Background: an optimization exercise with open tools, aiming at small area. Do not read the settings as production practice.
At most, simulation tests tie the RTL to the original design; equivalence was not proved.
The flow treats the clock pin as an ideal source, which a real chip does not have.

## voice_synth
module voice_synth (
    input  wire        clk,
    input  wire        rst,
    input  wire [15:0] cfg_divisor,
    input  wire [3:0]  cfg_kind,
    input  wire [47:0] cfg_period,
    input  wire        tx_ready,
    output reg  [7:0]  tx_data,
    output reg         tx_accept
);
==> module voice_synth, before the edit <==
module voice_synth (
    input  wire        clk,
    input  wire        rst,
    input  wire [15:0] cfg_divisor,
    input  wire [3:0]  cfg_kind,
    input  wire [47:0] cfg_period,
    input  wire        tx_ready,
    output reg  [7:0]  tx_data,
    output reg         tx_accept
);
    localparam [1:0] P_COMPUTE = 2'd0, P_SENDACK = 2'd1, P_IDLE = 2'd2;
    reg [1:0] ph;
    reg [1:0] k;
    reg [15:0] w;
    reg        z;
    reg [11:0] c0, c1, c2, c3;
    reg [1:0]  pos;
    reg [1:0]  step;
    reg        fresh;
    reg [17:0] acc;
    wire xfer = (ph == P_SENDACK) && tx_ready;
    wire run  = xfer || (step != 2'd0);
    wire [11:0] nphase;
    wire [16:0] addend;
    synth_osc unit (
        .kind       (cfg_kind[pos]),
        .period     (cfg_period[pos*12 +: 12]),
        .u          (c0[11]),
        .z          (c0[10:0]),
        .next_u     (nphase[11]),
        .next_z     (nphase[10:0]),
        .addend     (addend)
    );
    wire [2:0]  ntri = cfg_kind[0] + cfg_kind[1] + cfg_kind[2] + cfg_kind[3];
    wire [17:0] base = xfer ? -{15'd0, ntri} : acc;
    always @(posedge clk) begin
        c0 <= c1; c1 <= c2; c2 <= c3;
        c3 <= run ? nphase : (fresh ? 12'd0 : c0);
        pos <= pos + 1'b1;
        if (rst) begin
            ph        <= P_COMPUTE;
            k         <= 2'd0;
            tx_accept <= 1'b0;
            tx_data   <= 8'd0;
            w         <= cfg_divisor;
            z         <= 1'b1;
            step      <= 2'd0;
            fresh     <= 1'b1;
            c3        <= 12'd0;
            pos       <= 2'd0;
            acc[17:10] <= (ntri == 3'd0) ? 8'd0   :
                          (ntri == 3'd1) ? 8'd63  :
                          (ntri == 3'd2) ? 8'd127 :
                          (ntri == 3'd3) ? 8'd191 : 8'd255;
        end else begin
            z <= (w == 16'd1);
            w <= (w == 16'd1) ? cfg_divisor : w - 1'b1;
            case (ph)
                P_COMPUTE: begin
                    if (k == 2'd2) begin
                        ph <= P_SENDACK;
                        k  <= 2'd0;
                    end else
                        k <= k + 1'b1;
                end
                P_SENDACK: begin
                    if (tx_ready) begin
                        ph        <= P_IDLE;
                        tx_accept <= 1'b1;
                        tx_data   <= acc[17:10];
                    end else
                        k <= 2'd1;
                end
                default: begin
                    tx_accept <= 1'b0;
                    if (z)
                        ph <= P_COMPUTE;
                    else if (k != 2'd2)
                        k <= k + 1'b1;
                end
            endcase
            if (run) begin
                fresh <= 1'b0;
                step  <= step + 1'b1;
                acc   <= base + addend;
            end
        end
    end
endmodule
export LEC_CHECK = 0
export CAP_MARGIN = 0
export CORE_MARGIN = 2
export CORE_UTILIZATION = 50
export SLEW_MARGIN = 0
create_clock -name core_clock -period 90.0 [get_ports {clk}]
run.sh (not shown) runs the stock make flow with config.mk's settings and CLKGATE_MAP_FILE= SYNTH_SCRIPT=/design/flow/synth_recipe.tcl, a recipe that flattens the netlist after the stock synthesis.
Then changed:
--- a/flow/design.v
+++ b/flow/design.v
@@ -58,7 +58,9 @@
     reg [11:0] c0, c1, c2, c3;
     reg [1:0]  pos;
+    reg [11:0] per;      
     reg [1:0]  step;
     reg        fresh;
     reg [17:0] acc;
+    wire [1:0] pos_next = pos + 1'b1;
     wire xfer = (ph == P_SENDACK) && tx_ready;
     wire run  = xfer || (step != 2'd0);
@@ -67,5 +69,5 @@
     synth_osc unit (
         .kind       (cfg_kind[pos]),
-        .period     (cfg_period[pos*12 +: 12]),
+        .period     (per),
         .u          (c0[11]),
         .z          (c0[10:0]),
@@ -80,4 +82,5 @@
         c3 <= run ? nphase : (fresh ? 12'd0 : c0);
         pos <= pos + 1'b1;
+        per <= cfg_period[pos_next*12 +: 12];
         if (rst) begin
             ph        <= P_COMPUTE;
=> Non-clock buffer count drops by 54. Worst setup slack improves by 14000 ps. Design area shrinks by 2.8%. Synthesized cell count went down by 0.67%. Global-route usage came out lower by 0.69 points. Worst hold slack degrades by 7.9 ps. Die area came out higher by 1.1%. Fmax goes up by 19%.
No run of this note included a check of the RTL's function; only the layout flow was run.

== run a ==
voice_synth, a different RTL version from the one above (not shown whole).
Size: ~1700 cells after synthesis, about 9700 sq um of cells after synthesis.
==> module voice_synth, before the edit <==
module voice_synth (
    input  wire        clk,
    input  wire        rst,
    input  wire [15:0] cfg_divisor,
    input  wire [3:0]  cfg_kind,
    input  wire [47:0] cfg_period,
    input  wire        tx_ready,
    output reg  [7:0]  tx_data,
    output reg         tx_accept
);
    localparam [1:0] P_COMPUTE = 2'd0, P_SENDACK = 2'd1, P_IDLE = 2'd2;
    reg [1:0] ph;
    reg [1:0] k;
    reg [15:0] w;
    reg        z;
    reg [11:0] c0, c1, c2, c3;
    reg [1:0]  pos;
    reg [1:0]  step;
    reg        fresh;
    reg [17:0] acc;
    wire xfer = (ph == P_SENDACK) && tx_ready;
    wire run  = xfer || (step != 2'd0);
    wire [11:0] nphase;
    wire [16:0] addend;
    synth_osc unit (
        .en         (run),
        .kind       (cfg_kind[pos]),
        .period     (cfg_period[pos*12 +: 12]),
        .u          (c0[11]),
        .z          (c0[10:0]),
        .next_u     (nphase[11]),
        .next_z     (nphase[10:0]),
        .addend     (addend)
    );
    wire [2:0]  ntri = cfg_kind[0] + cfg_kind[1] + cfg_kind[2] + cfg_kind[3];
    wire [17:0] base = xfer ? -{15'd0, ntri} : acc;
    wire [17:0] add18 = {1'b0, addend};
    reg  [17:0] acc_sum;
    reg  [18:0] acy;
    integer n;
    always @(*) begin
        acy[0] = 1'b0;
        for (n = 0; n < 18; n = n + 1) begin
            acc_sum[n] = base[n] ^ add18[n] ^ acy[n];
            acy[n+1]   = (base[n] & add18[n]) | (acy[n] & (base[n] ^ add18[n]));
        end
    end
    always @(posedge clk) begin
        c0 <= c1; c1 <= c2; c2 <= c3;
        c3 <= run ? nphase : (fresh ? 12'd0 : c0);
        pos <= pos + 1'b1;
        if (rst) begin
            ph        <= P_COMPUTE;
            k         <= 2'd0;
            tx_accept <= 1'b0;
            tx_data   <= 8'd0;
            w         <= cfg_divisor;
            z         <= 1'b1;
            step      <= 2'd0;
            fresh     <= 1'b1;
            c3        <= 12'd0;
            pos       <= 2'd0;
            acc <= {(ntri == 3'd0) ? 8'd0   :
                    (ntri == 3'd1) ? 8'd63  :
                    (ntri == 3'd2) ? 8'd127 :
                    (ntri == 3'd3) ? 8'd191 : 8'd255, 10'd0};
        end else begin
            z <= (w == 16'd1);
            w <= (w == 16'd1) ? cfg_divisor : w - 1'b1;
            case (ph)
                P_COMPUTE: begin
                    if (k == 2'd2) begin
                        ph <= P_SENDACK;
                        k  <= 2'd0;
                    end else
                        k <= k + 1'b1;
                end
                P_SENDACK: begin
                    if (tx_ready) begin
                        ph        <= P_IDLE;
                        tx_accept <= 1'b1;
                        tx_data   <= acc[17:10];
                    end else
                        k <= 2'd1;
                end
                default: begin
                    tx_accept <= 1'b0;
                    if (z)
                        ph <= P_COMPUTE;
                    else if (k != 2'd2)
                        k <= k + 1'b1;
                end
            endcase
            acc <= acc_sum;
            if (run) begin
                fresh <= 1'b0;
                step  <= step + 1'b1;
            end
        end
    end
endmodule
clock: 90.0 ns
lec_check: 0
cap_margin: 0
core_margin: 2
core_utilization: 50
gpl_timing_driven: 0
slew_margin: 0
standard.sh (not shown) runs the stock make flow with config.mk's settings and CLKGATE_MAP_FILE= SYNTH_SCRIPT=/design/flow/synth_recipe.tcl, a recipe that flattens the netlist after the stock synthesis.
==> flow/flow/run.sh <==
#!/bin/bash
# The standard layout (standard.sh) with these changes:
#  - synthesis maps the logic for area (flow/synth_area.tcl);
#  - the ports are buffered by the smallest buffer instead of the one
#    buffer_ports picks by default;
#  - the clock tree is built of clkbuf_8 cells, without dummy loads, and
#    after CTS each of them that can drive its clock pins with a slew of at
#    most 100 ps becomes a clkbuf_4 (flow/post_cts.tcl).
# Every step's full log is in orfs/logs/ as ORFS writes it; make's own output
# is in standard_finish.log.
set -euo pipefail
W=$(pwd)
export AREA_ABC_SCRIPT=$W/flow/abc_area.script
export FLOW_SYNTH_TCL=$W/synth_recipe.tcl
export BUFFER_PORTS_ARGS="-buffer_cell sky130_fd_sc_hd__buf_1"
export CTS_ARGS="-sink_clustering_enable -repair_clock_nets -dont_use_dummy_load -buf_list sky130_fd_sc_hd__clkbuf_8"
export POST_CTS_TCL=$W/flow/post_cts.tcl
sed "s#SYNTH_SCRIPT=[^ ]*#SYNTH_SCRIPT=$W/flow/synth_area.tcl#" standard.sh > standard_area.sh
grep -q "SYNTH_SCRIPT=$W/flow/synth_area.tcl" standard_area.sh
bash standard_area.sh finish > standard_finish.log 2>&1
Other scripts of this flow, unchanged in this note and not shown: flow/flow/abc_area.script, flow/flow/post_cts.tcl, flow/flow/synth_area.tcl
Run a | stages: all done | timing, DRC, antenna: all pass
Setup changes, run a to run b
-- flow/design.v --
<<< run a, line 60
    reg [11:0] c0, c1, c2, c3;
    reg [1:0]  pos;
    reg [1:0]  step;
    reg        fresh;
    reg [17:0] acc;
    wire xfer = (ph == P_SENDACK) && tx_ready;
    wire run  = xfer || (step != 2'd0);
>>> run b, line 60
    reg [11:0] c0, c1, c2, c3;
    reg [1:0]  pos;
    reg [11:0] per;      
    reg [1:0]  step;
    reg        fresh;
    reg [17:0] acc;
    wire [1:0] pos_next = pos + 1'b1;
    wire xfer = (ph == P_SENDACK) && tx_ready;
    wire run  = xfer || (step != 2'd0);
<<< run a, line 70
        .en         (run),
        .kind       (cfg_kind[pos]),
        .period     (cfg_period[pos*12 +: 12]),
        .u          (c0[11]),
        .z          (c0[10:0]),
>>> run b, line 72
        .en         (run),
        .kind       (cfg_kind[pos]),
        .period     (per),
        .u          (c0[11]),
        .z          (c0[10:0]),
<<< run a, line 94
        c3 <= run ? nphase : (fresh ? 12'd0 : c0);
        pos <= pos + 1'b1;
        if (rst) begin
            ph        <= P_COMPUTE;
>>> run b, line 96
        c3 <= run ? nphase : (fresh ? 12'd0 : c0);
        pos <= pos + 1'b1;
        per <= cfg_period[pos_next*12 +: 12];
        if (rst) begin
            ph        <= P_COMPUTE;
## What came out
- Looking only at fraction of cell area in non-clock buffers, and setting everything else aside, the lower value of run b and run a goes to run b.
- In the tables for run b and run a, shortest clock period the worst path allows after layout reads higher with run a.
- Changes observed in run b relative to run a: initial cell density of the core level; synthesized area moved up; instance count after placement with tap cells included moved down; final non-filler cell area moved down.
- Vias: run b fewer than run a
- Looking only at die area, and setting everything else aside, the lower value of run b and run a goes to run a.
- | non-clock buffer count | higher: run a |
Only the layout flow was run in run a; the RTL was not checked for function there.

[afterwards: timing with drivers on the ports]
The results above use ideal ports. As a check the final layouts listed here were re-extracted and re-timed, cells and wires unchanged. Step 1 assumes that a clkbuf_16 drives the clock port and a buf_2 every other input. Step 2 also shifts input and output timing later by t, the mid clock arrival at the registers, as if the neighbouring blocks saw the same clock. a / b / c = no drivers / after step 1 / after step 2; a / b = the first two.
| run | t (ns) | slack for setup (ns) | clock arrival spread, ns |
|---|---|---|---|
| the first run of note 1 | 0.383 | 2.890 / 2.907 / 2.524 | 0.010 / 0.010 |
| the second run of note 1 | 0.455 | 16.887 / 16.887 / 16.887 | 0.017 / 0.016 |
| run a | 0.399 | 9.482 / 9.498 / 9.099 | 0.024 / 0.024 |
| run b | 0.422 | 17.721 / 17.721 / 17.721 | 0.038 / 0.038 |
After both steps setup and hold are still met in every run listed. The setup slack of run a, which loses most, moves by +0.016 ns with the drivers and by -0.383 ns with both steps.
